What follows belongs to an exercise in optimizing a design on an open flow for small area; a production flow would make more cautious choices. Only simulation tests tie the RTL to the original design; equivalence was not proved. Power is estimated from default activity; no workload was simulated.

Design kstc_rx, start of the top module:
module kstc_rx #(
    parameter MAX_PAYLOAD = 64
) (
    input  wire                     clk,
    input  wire                     rst,
    input  wire                     in_valid,
    input  wire [7:0]               in_byte,
    output reg                      out_valid,
    output wire [7:0]               out_pri,
    output wire [15:0]              out_src,
    output wire [15:0]              out_dst,
    output wire [15:0]              out_dspec,
    output wire [63:0]              out_tid,
    output wire [6:0]               out_len,
    output wire [8*MAX_PAYLOAD-1:0] out_payload
);
For scale: about 1100 cells after synthesis, ~680 flip-flops, about 650 I/O pins, about 0.023 mm^2 of cells after synthesis.
Settings: LEC_CHECK=0, CAP_MARGIN=20, CORE_MARGIN=2, CORE_UTILIZATION=46, SLEW_MARGIN=20, BUFFER_PORTS_ARGS=-buffer_cell sky130_fd_sc_hd__buf_1, CTS_ARGS=-sink_clustering_enable -repair_clock_nets -dont_use_dummy_load -buf_list {sky130_fd_sc_hd__clkbuf_8} -sink_clustering_size 20 -sink_clustering_max_diameter 50; clock period 5.0 ns.
standard.sh (not shown) runs the stock make flow with config.mk's settings and CLKGATE_MAP_FILE= SYNTH_SCRIPT=/design/flow/synth_recipe.tcl, a recipe that flattens the netlist after the stock synthesis.
==> flow/flow/run.sh <==
#!/bin/bash
# Standard ORFS layout (the standard.sh) with the settings in
# flow/extra.mk added to config.mk: smallest buffer cell for the port
# buffers, and CTS with smaller clock buffers and no dummy loads.
set -euo pipefail
cat flow/extra.mk >> config.mk
bash standard.sh > standard_make.log 2>&1
==> flow/flow/extra.mk <==
export BUFFER_PORTS_ARGS = -buffer_cell sky130_fd_sc_hd__buf_1
export CTS_ARGS = -sink_clustering_enable -repair_clock_nets -dont_use_dummy_load -buf_list {sky130_fd_sc_hd__clkbuf_8} -sink_clustering_size 20 -sink_clustering_max_diameter 50
==> next run, changes <==
==> flow/flow/run.sh (replaced) <==
#!/bin/bash
# Standard ORFS layout (the standard.sh) with these changes:
# - synthesis is the standard flow's synthesis script with only the ABC mapping script
#   replaced by flow/area.abc (area-oriented mapping); flip-flop mapping,
#   flattening and renaming are unchanged;
# - flow/extra.mk is added to config.mk: smallest buffer cell for the port
#   buffers, and CTS with smaller clock buffers and no dummy loads.
set -euo pipefail
W=$PWD
cat flow/extra.mk >> config.mk
sed '/source \$::env(SCRIPTS_DIR)\/synth_preamble.tcl/a set abc_args [lreplace $abc_args 1 1 '"$W"'/flow/area.abc]' \
    "$FLOW_HOME/scripts/synth.tcl" > flow_synth.tcl
grep -q 'flow/area.abc' flow_synth.tcl
sed "s#source \$::env(SCRIPTS_DIR)/synth.tcl#source $W/flow_synth.tcl#" synth_recipe.tcl > flow_synth_recipe.tcl
grep -q 'flow_synth.tcl' flow_synth_recipe.tcl
bash standard.sh synth SYNTH_SCRIPT="$W/flow_synth_recipe.tcl" > synth_make.log 2>&1
bash standard.sh > standard_make.log 2>&1
==> flow/flow/area.abc (new file) <==
strash
dc2
dch -f
amap
strash
dch -f
amap
strash
dch -f
amap
topo
Result:
- worst hold slack loses 0.050 ns
- synthesized area fell by 3.6%
- cell count rises by 1.1%
- count of clock-buffer cells in the layout went down by 4
- sequential power drops by about 2%
==> next run, changes <==
--- a/flow/config.mk
+++ b/flow/config.mk
@@ -9,3 +9,3 @@
 export CORE_MARGIN = 2
-export CORE_UTILIZATION = 46
+export CORE_UTILIZATION = 70
 export SLEW_MARGIN = 20
=> The new run never finished: it broke off in I/O pin placement; area after synthesis does not change; synthesized cell count does not change.
==> next run, changes <==
==> flow/flow/run.sh (replaced) <==
#!/bin/bash
# Standard ORFS layout with two changes: the port buffers use the smallest
# buffer cell, and CTS uses smaller clock buffers and no dummy loads.
set -euo pipefail
cat >> config.mk <<'EOF'
export BUFFER_PORTS_ARGS = -buffer_cell sky130_fd_sc_hd__buf_1
export CTS_ARGS = -sink_clustering_enable -repair_clock_nets -dont_use_dummy_load -buf_list {sky130_fd_sc_hd__clkbuf_4 sky130_fd_sc_hd__clkbuf_8}
EOF
bash standard.sh > standard_make.log 2>&1
==> flow/config.mk (replaced) <==
export PLATFORM = sky130hd
export DESIGN_NAME = kstc_rx
export DESIGN_NICKNAME = kstc_rx
export VERILOG_FILES = /design/flow/design.v
export SDC_FILE = /design/flow/constraint.sdc
export NUM_CORES = 4
export LEC_CHECK = 0
export CAP_MARGIN = 20
export CORE_MARGIN = 2
export CORE_UTILIZATION = 40
export SLEW_MARGIN = 20
export BUFFER_PORTS_ARGS = -buffer_cell sky130_fd_sc_hd__buf_1
export CTS_ARGS = -sink_clustering_enable -repair_clock_nets -dont_use_dummy_load -buf_list {sky130_fd_sc_hd__clkbuf_4 sky130_fd_sc_hd__clkbuf_8}
removed: flow/flow/area.abc
removed: flow/flow/extra.mk
The new run passed the timing, DRC and antenna checks.
Synthesized area grows by about 3.7%.
Synthesized cell count shrinks by about 0.46%.


== delta ==
Another version of the RTL of kstc_rx (not shown whole).
For scale: about 2200 cells after synthesis, ~650 I/O pins.
==> flow/config.mk <==
export PLATFORM = sky130hd
export DESIGN_NAME = kstc_rx
export DESIGN_NICKNAME = kstc_rx
export VERILOG_FILES = /design/flow/design.v
export SDC_FILE = /design/flow/constraint.sdc
export NUM_CORES = 4
export LEC_CHECK = 0
export CAP_MARGIN = 0
export CORE_MARGIN = 2
export CORE_UTILIZATION = 46
export SLEW_MARGIN = 0
export BUFFER_PORTS_ARGS = -buffer_cell sky130_fd_sc_hd__buf_1
export CTS_ARGS = -sink_clustering_enable -repair_clock_nets -dont_use_dummy_load -buf_list {sky130_fd_sc_hd__clkbuf_16} -sink_clustering_size 30 -sink_clustering_max_diameter 70
export REMOVE_ABC_BUFFERS = 1
==> flow/constraint.sdc <==
create_clock -name core_clock -period 5.0 [get_ports {clk}]
set_input_delay 1.0000 -clock core_clock [delete_from_list [all_inputs] [get_ports {clk}]]
set_output_delay 1.0000 -clock core_clock [all_outputs]
set_load 0.01 [all_outputs]
==> flow/flow/run.sh <==
#!/bin/bash
# Standard ORFS layout (the standard.sh) with these changes:
# - synthesis is the standard flow's synthesis script with only the ABC mapping script
#   replaced by flow/area.abc (area-oriented mapping); flip-flop mapping,
#   flattening and renaming are unchanged;
# - flow/extra.mk is added to config.mk: smallest buffer cell for the port
#   buffers, and CTS with smaller clock buffers and no dummy loads.
set -euo pipefail
W=$PWD
cat flow/extra.mk >> config.mk
sed '/source \$::env(SCRIPTS_DIR)\/synth_preamble.tcl/a set abc_args [lreplace $abc_args 1 1 '"$W"'/flow/area.abc]' \
    "$FLOW_HOME/scripts/synth.tcl" > flow_synth.tcl
grep -q 'flow/area.abc' flow_synth.tcl
sed "s#source \$::env(SCRIPTS_DIR)/synth.tcl#source $W/flow_synth.tcl#" synth_recipe.tcl > flow_synth_recipe.tcl
grep -q 'flow_synth.tcl' flow_synth_recipe.tcl
bash standard.sh synth SYNTH_SCRIPT="$W/flow_synth_recipe.tcl" > synth_make.log 2>&1
bash standard.sh > standard_make.log 2>&1
==> flow/flow/area.abc <==
strash
&get -n
&fraig -x
&put
scorr
dc2
dch
amap
topo
==> flow/flow/extra.mk <==
export BUFFER_PORTS_ARGS = -buffer_cell sky130_fd_sc_hd__buf_1
export CTS_ARGS = -sink_clustering_enable -repair_clock_nets -dont_use_dummy_load -buf_list {sky130_fd_sc_hd__clkbuf_16} -sink_clustering_size 30 -sink_clustering_max_diameter 70
export REMOVE_ABC_BUFFERS = 1
In summary, delta completed successfully, with a layout that passed the timing, DRC and antenna checks.
What gamma does differently from delta at the input level:
- swapping -sink_clustering_enable -repair_clock_nets -dont_use_dummy_load -buf_list {sky130_fd_sc_hd__clkbuf_16} -sink_clustering_size 30 -sink_clustering_max_diameter 70 for -sink_clustering_enable -repair_clock_nets -dont_use_dummy_load -buf_list {sky130_fd_sc_hd__clkbuf_8} -sink_clustering_size 20 -sink_clustering_max_diameter 80 in CTS_ARGS
==> flow/flow/extra.mk <==
export BUFFER_PORTS_ARGS = -buffer_cell sky130_fd_sc_hd__buf_1
export CTS_ARGS = -sink_clustering_enable -repair_clock_nets -dont_use_dummy_load -buf_list {sky130_fd_sc_hd__clkbuf_8} -sink_clustering_size 20 -sink_clustering_max_diameter 80
export REMOVE_ABC_BUFFERS = 1
Notes after the runs:
Sequential share of layout area (lower): delta
Looking at hold slack, gamma sits 0.0099 ns below delta.
Diff delta..gamma | global-route wire length before repair | negligible
Changes observed in gamma relative to delta: routed wire length roughly the same; post-route clock period utilization roughly the same; multi-input combinational gate total roughly the same.
gamma vs delta, worst-skew pair later-pin latency went up by 0.09 ns.
Compared with delta, gamma shows a post-route worst setup slack that is 0.0038 ns higher.


Another version of the RTL of kstc_rx (not shown whole).
Size: roughly 2,200 cells after synthesis, ~680 flip-flops, roughly 650 I/O pins, roughly 0.021 mm2 of cells after synthesis.
==> flow/design.v (excerpt) <==
module kstc_rx #(
    parameter MAX_PAYLOAD = 64
) (
    input  wire                     clk,
    input  wire                     rst,
    input  wire                     in_valid,
    input  wire [7:0]               in_byte,
    output reg                      out_valid,
    output wire [7:0]               out_pri,
    output wire [15:0]              out_src,
    output wire [15:0]              out_dst,
    output wire [15:0]              out_dspec,
    output wire [63:0]              out_tid,
    output wire [6:0]               out_len,
    output wire [8*MAX_PAYLOAD-1:0] out_payload
);
clock: 5.0 ns
lec_check: 0
cap_margin: 0
core_margin: 2
core_utilization: 46
slew_margin: 0
buffer_ports_args: -buffer_cell sky130_fd_sc_hd__buf_1
cts_args: -sink_clustering_enable -repair_clock_nets -dont_use_dummy_load -buf_list {sky130_fd_sc_hd__clkbuf_8 sky130_fd_sc_hd__clkbuf_16} -sink_clustering_buffer sky130_fd_sc_hd__clkbuf_16 -sink_clustering_size 32 -sink_clustering_max_diameter 70
remove_abc_buffers: 1
==> flow/flow/extra.mk <==
export BUFFER_PORTS_ARGS = -buffer_cell sky130_fd_sc_hd__buf_1
export CTS_ARGS = -sink_clustering_enable -repair_clock_nets -dont_use_dummy_load -buf_list {sky130_fd_sc_hd__clkbuf_8 sky130_fd_sc_hd__clkbuf_16} -sink_clustering_buffer sky130_fd_sc_hd__clkbuf_16 -sink_clustering_size 32 -sink_clustering_max_diameter 70
export REMOVE_ABC_BUFFERS = 1
Scripts as last shown in full above: flow/flow/run.sh, flow/flow/area.abc
The first run passed the timing, DRC and antenna checks.
Next try:
==> flow/flow/extra.mk (replaced) <==
export BUFFER_PORTS_ARGS = -buffer_cell sky130_fd_sc_hd__buf_1
export CTS_ARGS = -sink_clustering_enable -repair_clock_nets -dont_use_dummy_load -buf_list {sky130_fd_sc_hd__clkbuf_16} -sink_clustering_size 36 -sink_clustering_max_diameter 60
export REMOVE_ABC_BUFFERS = 1
- CTS_ARGS: -sink_clustering_enable -repair_clock_nets -dont_use_dummy_load -buf_list {sky130_fd_sc_hd__clkbuf_8 sky130_fd_sc_hd__clkbuf_16} -sink_clustering_buffer sky130_fd_sc_hd__clkbuf_16 -sink_clustering_size 32 -sink_clustering_max_diameter 70 -> -sink_clustering_enable -repair_clock_nets -dont_use_dummy_load -buf_list {sky130_fd_sc_hd__clkbuf_16} -sink_clustering_size 36 -sink_clustering_max_diameter 60
Effect: Clock skew is lower by 0.0059 ns. Fmax went down by 1.6%. Via count grows by 0.60%. Final area went up by 0.46%.
Next try:
==> flow/flow/extra.mk (replaced) <==
export BUFFER_PORTS_ARGS = -buffer_cell sky130_fd_sc_hd__buf_1
export CTS_ARGS = -sink_clustering_enable -repair_clock_nets -dont_use_dummy_load -buf_list {sky130_fd_sc_hd__clkbuf_8} -sink_clustering_size 20 -sink_clustering_max_diameter 50
export REMOVE_ABC_BUFFERS = 1
- CTS_ARGS: -sink_clustering_enable -repair_clock_nets -dont_use_dummy_load -buf_list {sky130_fd_sc_hd__clkbuf_16} -sink_clustering_size 36 -sink_clustering_max_diameter 60 -> -sink_clustering_enable -repair_clock_nets -dont_use_dummy_load -buf_list {sky130_fd_sc_hd__clkbuf_8} -sink_clustering_size 20 -sink_clustering_max_diameter 50
- total power went down by 4.0%
- maximum frequency went up by 2.8%
- utilization went down by 0.72 points
- setup slack improves by 0.12 ns
- first-iteration DRC count went down by 7.2%
- critical path depth does not change
- non-clock buffer count is unchanged
Next try:
==> flow/flow/extra.mk (replaced) <==
export BUFFER_PORTS_ARGS = -buffer_cell sky130_fd_sc_hd__buf_1
export CTS_ARGS = -sink_clustering_enable -repair_clock_nets -dont_use_dummy_load -buf_list {sky130_fd_sc_hd__clkbuf_8} -sink_clustering_size 18 -sink_clustering_max_diameter 70
export REMOVE_ABC_BUFFERS = 1
- CTS_ARGS: -sink_clustering_enable -repair_clock_nets -dont_use_dummy_load -buf_list {sky130_fd_sc_hd__clkbuf_8} -sink_clustering_size 20 -sink_clustering_max_diameter 50 -> -sink_clustering_enable -repair_clock_nets -dont_use_dummy_load -buf_list {sky130_fd_sc_hd__clkbuf_8} -sink_clustering_size 18 -sink_clustering_max_diameter 70
What happened: The changed run finished clean; synthesized area does not change; routed wire length is about the same; design area drops slightly; non-clock buffer count does not change; count of clock-buffer cells in the layout drops by 6; core utilization drops by 0.18 points; worst setup slack loses 0.017 ns.


kstc_rx with an RTL version that a note above also has.
Size: roughly 1100 cells after synthesis, about 680 flip-flops, ~650 I/O pins.
==> flow/config.mk <==
export PLATFORM = sky130hd
export DESIGN_NAME = kstc_rx
export DESIGN_NICKNAME = kstc_rx
export VERILOG_FILES = /design/flow/design.v
export SDC_FILE = /design/flow/constraint.sdc
export NUM_CORES = 4
export LEC_CHECK = 0
export CAP_MARGIN = 20
export CORE_MARGIN = 2
export CORE_UTILIZATION = 70
export SLEW_MARGIN = 20
export BUFFER_PORTS_ARGS = -buffer_cell sky130_fd_sc_hd__buf_1
export CTS_ARGS = -sink_clustering_enable -repair_clock_nets -dont_use_dummy_load -buf_list {sky130_fd_sc_hd__clkbuf_8} -sink_clustering_size 20 -sink_clustering_max_diameter 50
export RECOVER_POWER = 100
==> flow/constraint.sdc <==
create_clock -name core_clock -period 5.0 [get_ports {clk}]
set_input_delay 1.0000 -clock core_clock [delete_from_list [all_inputs] [get_ports {clk}]]
set_output_delay 1.0000 -clock core_clock [all_outputs]
set_load 0.01 [all_outputs]
==> flow/flow/run.sh <==
#!/bin/bash
# Standard ORFS layout (the standard.sh) with the settings in
# flow/extra.mk added to config.mk: smallest buffer cell for the port
# buffers, CTS with smaller clock buffers and no dummy loads, and power
# recovery (downsizing of non-critical gates) after global routing.
set -euo pipefail
cat flow/extra.mk >> config.mk
bash standard.sh > standard_make.log 2>&1
==> flow/flow/extra.mk <==
export BUFFER_PORTS_ARGS = -buffer_cell sky130_fd_sc_hd__buf_1
export CTS_ARGS = -sink_clustering_enable -repair_clock_nets -dont_use_dummy_load -buf_list {sky130_fd_sc_hd__clkbuf_8} -sink_clustering_size 20 -sink_clustering_max_diameter 50
export RECOVER_POWER = 100
The first run reached the layout checks and failed them: capacitance limit, slew limit.
Then changed:
==> flow/run.sh (new file) <==
#!/bin/bash
# synth_recipe.tcl (not shown) runs the flow's synth.tcl, then flattens the netlist and writes it again
# the make line also repeats each setting of config.mk as NAME=value (left out here)
make -C /OpenROAD-flow-scripts/flow DESIGN_CONFIG=/design/flow/config.mk WORK_HOME=/design/flow/orfs CLKGATE_MAP_FILE= SYNTH_SCRIPT=/design/flow/synth_recipe.tcl finish
==> flow/config.mk (replaced) <==
export PLATFORM = sky130hd
export DESIGN_NAME = kstc_rx
export DESIGN_NICKNAME = kstc_rx
export VERILOG_FILES = /design/flow/design.v
export SDC_FILE = /design/flow/constraint.sdc
export NUM_CORES = 4
export LEC_CHECK = 0
export CAP_MARGIN = 20
export CORE_MARGIN = 2
export CORE_UTILIZATION = 40
export SLEW_MARGIN = 20
removed: flow/flow/run.sh
removed: flow/flow/extra.mk
removed: flow/standard.sh
What happened: The new run completed with no timing, DRC or antenna violations. Design area climbs by 24%. Area after synthesis stays the same. Wire length climbs by 18%. Total power climbs by 22%. Setup slack improves by 0.41 ns. Register-to-register slack improves by 0.42 ns. Sequential share of layout area drops by 14 points. Count of clock-buffer cells in the layout climbs by 36. Sequential power hardly moves. Worst hold slack barely changes.
Then changed:
==> flow/flow/run.sh (new file) <==
#!/bin/bash
# Standard ORFS layout with two changes: the port buffers use the smallest
# buffer cell, and CTS uses smaller clock buffers and no dummy loads.
set -euo pipefail
cat >> config.mk <<'EOF'
export BUFFER_PORTS_ARGS = -buffer_cell sky130_fd_sc_hd__buf_1
export CTS_ARGS = -sink_clustering_enable -repair_clock_nets -dont_use_dummy_load -buf_list {sky130_fd_sc_hd__clkbuf_8} -sink_clustering_size 20 -sink_clustering_max_diameter 50
EOF
bash standard.sh > standard_make.log 2>&1
==> flow/standard.sh (new file) <==
#!/bin/bash
# synth_recipe.tcl (not shown) runs the flow's synth.tcl, then flattens the netlist and writes it again
# the make line also repeats each setting of config.mk as NAME=value (left out here)
make -C /OpenROAD-flow-scripts/flow DESIGN_CONFIG=/design/flow/config.mk WORK_HOME=/design/flow/orfs CLKGATE_MAP_FILE= SYNTH_SCRIPT=/design/flow/synth_recipe.tcl "${@:-finish}"
--- a/flow/config.mk
+++ b/flow/config.mk
@@ -11,0 +12,2 @@
+export BUFFER_PORTS_ARGS = -buffer_cell sky130_fd_sc_hd__buf_1
+export CTS_ARGS = -sink_clustering_enable -repair_clock_nets -dont_use_dummy_load -buf_list {sky130_fd_sc_hd__clkbuf_8} -sink_clustering_size 20 -sink_clustering_max_diameter 50
removed: flow/run.sh
Result: Wire length fell by roughly a tenth. Register-to-register slack gains 0.25 ns. Cell area went down by about a fifth. Worst setup slack improved by 0.18 ns. Die area does not change. Via count fell by a few percent. Power drops by about a fifth.
Then changed:
--- a/flow/flow/run.sh
+++ b/flow/flow/run.sh
@@ -7 +7 @@
-export CTS_ARGS = -sink_clustering_enable -repair_clock_nets -dont_use_dummy_load -buf_list {sky130_fd_sc_hd__clkbuf_8} -sink_clustering_size 20 -sink_clustering_max_diameter 50
+export CTS_ARGS = -sink_clustering_enable -repair_clock_nets -dont_use_dummy_load -buf_list {sky130_fd_sc_hd__clkbuf_8} -sink_clustering_size 16 -sink_clustering_max_diameter 50
--- a/flow/config.mk
+++ b/flow/config.mk
@@ -13 +13 @@
-export CTS_ARGS = -sink_clustering_enable -repair_clock_nets -dont_use_dummy_load -buf_list {sky130_fd_sc_hd__clkbuf_8} -sink_clustering_size 20 -sink_clustering_max_diameter 50
+export CTS_ARGS = -sink_clustering_enable -repair_clock_nets -dont_use_dummy_load -buf_list {sky130_fd_sc_hd__clkbuf_8} -sink_clustering_size 16 -sink_clustering_max_diameter 50
Result: Hold slack stays flat; utilization goes up by 0.15 points; sequential share of layout area goes down by 0.22 points; setup slack got worse by 0.025 ns; routed wire length is about the same; design area goes up slightly; total power goes up slightly; clock skew stays flat; register-to-register slack is about the same; maximum frequency goes down slightly.

static timing again, ports no longer ideal:
No port has a modelled driver above. Below, the same layouts with a new extraction and two added sets of constraints.
Step 1, drivers: a clkbuf_16 drives clk and a buf_2 each remaining input, both assumed.
Step 2 also shifts input and output timing later by t, the mid clock arrival at the registers, as if the neighbouring blocks saw the same clock.
Three values: ideal, step 1, step 2; two values: the first two.
| run | t, ns | slack for setup (ns) | pins driven straight from the clock port |
|---|---|---|---|
| the first run of note 1 | 0.700 | 1.478 / 1.505 / 0.805 | 1 |
| the second run of note 1 | 0.693 | 0.529 / 0.529 / -0.057 | 1 |
| the fourth run of note 1 | 0.715 | 1.484 / 1.508 / 0.793 | 1 |
| delta | 0.617 | 0.530 / 0.530 / -0.023 | 1 |
| gamma | 0.664 | 0.534 / 0.534 / -0.007 | 1 |
| the first run of note 3 | 0.624 | 0.499 / 0.499 / 0.234 | 1 |
| the second run of note 3 | 0.631 | 0.428 / 0.428 / 0.248 | 1 |
| the third run of note 3 | 0.713 | 0.551 / 0.551 / 0.301 | 1 |
| the fourth run of note 3 | 0.682 | 0.534 / 0.534 / 0.293 | 1 |
| the first run of note 4 | 0.629 | 0.900 / 0.900 / 0.410 | 1 |
| the second run of note 4 | 0.651 | 1.306 / 1.320 / 0.690 | 1 |
| the third run of note 4 | 0.700 | 1.489 / 1.513 / 0.814 | 1 |
| the fourth run of note 4 | 0.671 | 1.465 / 1.492 / 0.821 | 1 |
Met with ideal ports but missed after step 2: setup timing in the second run of note 1, delta and gamma. For the fourth run of note 1, which loses most, drivers alone change the setup slack by +0.024 ns; drivers and shift together by -0.691 ns.
